Source: an optimization exercise on an open RTL-to-GDS flow (aim: small area). Production flows keep margins and buffers that such runs may drop. Function was checked by simulation only, so behaviour that the tests miss may differ from the original. Power is estimated from default activity; no workload was simulated.

// sensorimotor_rx
module sensorimotor_rx #(
    parameter [6:0]  DEFAULT_ID   = 7'd1,
    parameter [15:0] WDT_LIMIT    = 16'd300,
    parameter        RX_BUF_CAP   = 36,
    parameter        TX_BUF_CAP   = 14,
    parameter [15:0] T_PRE        = 16'd3,
    parameter [15:0] T_POST       = 16'd2,
    parameter [15:0] T_TRAIL      = 16'd1,
    parameter        PAGE_SIZE    = 32,
    parameter [15:0] APP_LIMIT    = 16'h0800,
    parameter [23:0] SIG_EXPECTED = 24'h1E950F
) (
    input  wire         clk,
    input  wire         rst,             
    input  wire         boot_strap,      
    input  wire [7:0]   nvm_id_in,
    input  wire [7:0]   nvm_cfg_in,
    input  wire         svc,
    input  wire         tb,
    input  wire         rx_valid,
    input  wire [7:0]   rx_data,
    output wire         rx_pop,
    output wire [7:0]   tx_data,
    output wire         tx_write,
    input  wire         tx_ready,
    input  wire         tx_complete,
    output wire         de,
    output wire         re,
    output wire         motor_enable,
    output wire         motor_disable,
    output wire         motor_set_power,
    output wire [7:0]   motor_power,
    output wire         motor_set_dir,
    output wire         motor_dir,
    output wire         motor_set_limit,
    output wire [7:0]   motor_limit,
    output wire [7:0]   cfg_flags,
    input  wire [15:0]  telem_pos,
    input  wire [15:0]  telem_cur,
    input  wire [15:0]  telem_vel,
    input  wire [15:0]  telem_vsup,
    input  wire [15:0]  telem_temp,
    input  wire [15:0]  sensor_x,
    input  wire [15:0]  sensor_y,
    input  wire [15:0]  sensor_z,
    output wire         sensor_restart,
    output wire         nvm_we,
    output wire         nvm_waddr,       
    output wire [7:0]   nvm_wdata,
    output wire                   flash_we,
    output wire [15:0]            flash_addr,
    output wire [8*PAGE_SIZE-1:0] flash_data,
    output wire                   timer_irq_mask,
    input  wire [23:0]            sig_in,
    output reg  [3:0]   phase,
    output reg  [7:0]   err_count,
    output reg  [2:0]   last_cause,
    output wire         fatal,
    output wire [1:0]   fatal_code,
    output reg  [6:0]   own_id,
    output reg          stopped,
    output wire         boot_handoff,
    output wire         sys_reset_req
);
export LEC_CHECK = 0
export ABC_AREA = 1
export CAP_MARGIN = 20
export CORE_MARGIN = 2
export CORE_UTILIZATION = 60
export SLEW_MARGIN = 20
create_clock -name core_clock -period 15.0 [get_ports {clk}]
standard.sh (not shown) runs the stock make flow with config.mk's settings and CLKGATE_MAP_FILE= SYNTH_SCRIPT=/design/flow/synth_recipe.tcl, a recipe that flattens the netlist after the stock synthesis.
==> flow/flow/run.sh <==
#!/bin/bash
# The standard layout (standard.sh), with these changes to how the layout is made:
# - after the standard synthesis, the combinational logic between the registers is re-mapped
#   for area by ABC (flow/reabc.tcl, flow/reabc.scr); every register keeps its name and cell;
# - port buffers are sky130_fd_sc_hd__buf_1 (every input and output port still gets one);
# - the clock tree uses clkbuf_4 buffers over clusters of at most 8 flip-flops, without
#   dummy loads (smaller than the default tree; clock-pin slew stays under the limit).
# Each tool's full output goes to a log here: synth.log, reabc.log, layout.log (ORFS also
# keeps each step's log under orfs/logs).
set -euo pipefail
RES=orfs/results/$FLOW_PLATFORM/sensorimotor_rx/base
bash standard.sh synth > synth.log 2>&1
cp $RES/1_2_yosys.v $RES/1_2_yosys.std.v
DONT=$(sed -n '/^export DONT_USE_CELLS/,/^#/p' $FLOW_HOME/platforms/$FLOW_PLATFORM/config.mk | grep -o 'sky130_fd_sc_hd__[A-Za-z0-9_]*' | tr '\n' ' ')
LIB=$FLOW_HOME/platforms/$FLOW_PLATFORM/lib/sky130_fd_sc_hd__tt_025C_1v80.lib \
NETLIST=$RES/1_2_yosys.std.v OUT=$RES/1_2_yosys.v TOP=$FLOW_TOP \
ABC_SCRIPT=$PWD/flow/reabc.scr DONT_USE="$DONT" \
  yosys -c flow/reabc.tcl > reabc.log 2>&1
rm -f $RES/1_synth.odb $RES/1_synth.sdc
export BUFFER_PORTS_ARGS="-buffer_cell sky130_fd_sc_hd__buf_1"
export CTS_ARGS="-sink_clustering_enable -repair_clock_nets -dont_use_dummy_load -buf_list sky130_fd_sc_hd__clkbuf_4 -sink_clustering_size 8 -sink_clustering_max_diameter 40"
bash standard.sh > layout.log 2>&1
Other scripts of this flow, unchanged in this note and not shown: flow/flow/reabc.scr, flow/flow/reabc.tcl
Change:
--- a/flow/design.v
+++ b/flow/design.v
@@ -104,36 +104,36 @@
                      C_I     = 3'd3,       
                      C_W     = 3'd4;       
     localparam [8:0] WDT_SEED = 9'h1FF,
                      WDT_LAST = 9'h02C;
     assign boot_handoff  = stopped && !variant;
     assign sys_reset_req = stopped && variant;
     assign fatal      = 1'b0;
     assign fatal_code = 2'd0;
     reg         variant;             
     reg         half_synced;         
     reg         dyn;                 
-    reg         yn;                  
     reg  [3:0]  kop;                 
     reg  [8:0]  cnt;                 
     reg  [7:0]  nacc;                
     reg  [8:0]  wdt;                 
     reg  [7:0]  cfg;
     reg         stop_pending;        
     reg  [6:0]  cursor;              
-    reg  [2:0]  ccls;
     reg  [12:0] psum;                
-    reg         phi;                 
     reg         rq;                  
     reg  [2:0]  ta_state;
     reg  [3:0]  ta_idx;              
+    wire [2:0] ccls = ta_idx[2:0];       
+    wire       phi  = ta_idx[3];         
+    wire       yn   = cnt[0];
     reg  [7:0]  sh [0:31];           
     wire rx_step   = svc && !stopped;
     wire consuming = !phase[3] && !(phase[2] && phase[1]);
     wire [7:0] b   = rx_data;
     assign rx_pop  = !rst && rx_step && consuming && rx_valid;
     wire rx_byte   = rx_step && consuming && rx_valid;
     reg [3:0] kb;
     reg       kb_cmd, kb_rsp;
     always @(*) begin
         kb_cmd = 1'b1;
         kb_rsp = 1'b0;
@@ -346,32 +346,24 @@
                                     last_cause <= CAUSE_LEN_RANGE;
                                 end else begin
                                     cnt         <= {1'b0, b};
                                     dyn         <= 1'b0;
                                     half_synced <= 1'b1;
                                 end
                             end else begin
                                 cnt <= cnt - 9'd1;
                                 if (cnt_zero)
                                     phase <= PH_VERIFYING;
                             end
-                            if (half_synced) begin
+                            if (half_synced)
                                 half_synced <= 1'b0;
-                                case (b)
-                                    8'h53:   ccls <= C_S;
-                                    8'h52:   ccls <= C_R;
-                                    8'h49:   ccls <= C_I;
-                                    8'h57:   ccls <= (cnt == 9'd34) ? C_W : C_OTHER;
-                                    default: ccls <= C_OTHER;
-                                endcase
-                            end
                         end
                         PH_EATING: begin
                             if (dyn) begin
                                 dyn <= 1'b0;
                                 cnt <= {1'b0, b};
                             end else begin
                                 cnt <= cnt - 9'd1;
                                 if (cnt_ones)
                                     phase <= PH_FINISHED;
                             end
                         end
@@ -384,23 +376,23 @@
                                 phase      <= PH_ERROR;
                                 last_cause <= CAUSE_ID_RANGE;
                             end else begin
                                 phase <= PH_PENDING;
                             end
                         end
                     endcase
                 end
             end else begin
                 case (phase)
                     PH_PENDING: begin
-                        yn <= boot_ok;
+                        cnt[0] <= boot_ok;
                         if (d_setid)  own_id          <= p0[6:0];
                         if (d_config) cfg             <= p0;
                         if (d_hshake || (d_boot && (ccls == C_R))) stop_pending <= 1'b1;
                         if (b_write)  cursor          <= cursor + 7'd1;
                         phase <= PH_FINISHED;
                     end
                     PH_FINISHED: begin
                         if (ta_state == TA_RX && !rq) begin
                             half_synced <= 1'b0;
                             if (stop_pending)
                                 stopped <= 1'b1;
@@ -414,38 +406,48 @@
                     end
                 endcase
             end
         end
         if (tx_fire)
             nacc <= nacc_d;
     end
     always @(posedge clk) begin
         if (!rst && rd_byte && !dyn) begin
             if (cnt == 9'd33)
                 psum[7:0] <= b;
-            else if (cnt == 9'd32) begin
+            else if (cnt == 9'd32)
                 psum[12:8] <= b[4:0];
-                phi        <= |b[7:5];
-            end else
+            else
                 psum <= psum - {5'd0, b};
         end
     end
     always @(posedge clk) begin
         if (rst) begin
             ta_state <= TA_RX;
             rq       <= 1'b0;
         end else begin
             if (q_any)
                 rq <= 1'b1;
             if (flush_go)
                 ta_state <= TA_MUTE;
+            if (rd_byte && !dyn && half_synced) begin
+                case (b)
+                    8'h53:   ta_idx[2:0] <= C_S;
+                    8'h52:   ta_idx[2:0] <= C_R;
+                    8'h49:   ta_idx[2:0] <= C_I;
+                    8'h57:   ta_idx[2:0] <= (cnt == 9'd34) ? C_W : C_OTHER;
+                    default: ta_idx[2:0] <= C_OTHER;
+                endcase
+            end
+            if (rd_byte && !dyn && cnt == 9'd32)
+                ta_idx[3] <= |b[7:5];
             if (tb) begin
                 case (ta_state)
                     TA_RX: ;
                     TA_MUTE: begin
                         ta_idx   <= 4'd12;
                         ta_state <= TA_PRE;
                     end
                     TA_PRE: begin
                         ta_idx <= ta_idx + 4'd1;         
                         if (ta_idx == 4'd15) ta_state <= TA_TX;
                     end
Sequential power stays flat.
Power falls by 0.64%.
Wire length is higher by 2.3%.
Worst setup slack loses 200 ps.
Sequential share of layout area falls by 0.64 points.
Combinational power hardly moves.
Design area drops by 0.39%.
Register-to-register slack loses 630 ps.

static timing again, ports no longer ideal:
Ports are ideal in the flow. The routed layouts listed here were re-timed in OpenROAD.
Step 1 (the two cells are an assumption about what drives the block):
set clk [get_ports {clk}]
set_driving_cell -lib_cell sky130_fd_sc_hd__clkbuf_16 $clk
set_driving_cell -lib_cell sky130_fd_sc_hd__buf_2 [delete_from_list [all_inputs] $clk]
Step 2, shift: input delay + t, output delay - t, t = (earliest + latest rising clock arrival at the registers) / 2. This alone moves slack from input paths to output paths.
a / b / c = ideal ports / drivers / drivers and shift; a / b = the first two.
run	t (ns)	setup slack, ns	worst setup path after step 2	slew at the worst register clock pin (ns)	pins driven straight from the clock port
the first run	0.701	6.278 / 6.239 / 6.239	input to output	0.09 / 0.09	1
the second run	0.716	6.083 / 6.062 / 6.062	input to output	0.10 / 0.10	1
After both steps setup and hold are still met in every run listed. For the first run, which loses most, drivers alone change the setup slack by -0.039 ns; drivers and shift together by -0.039 ns.
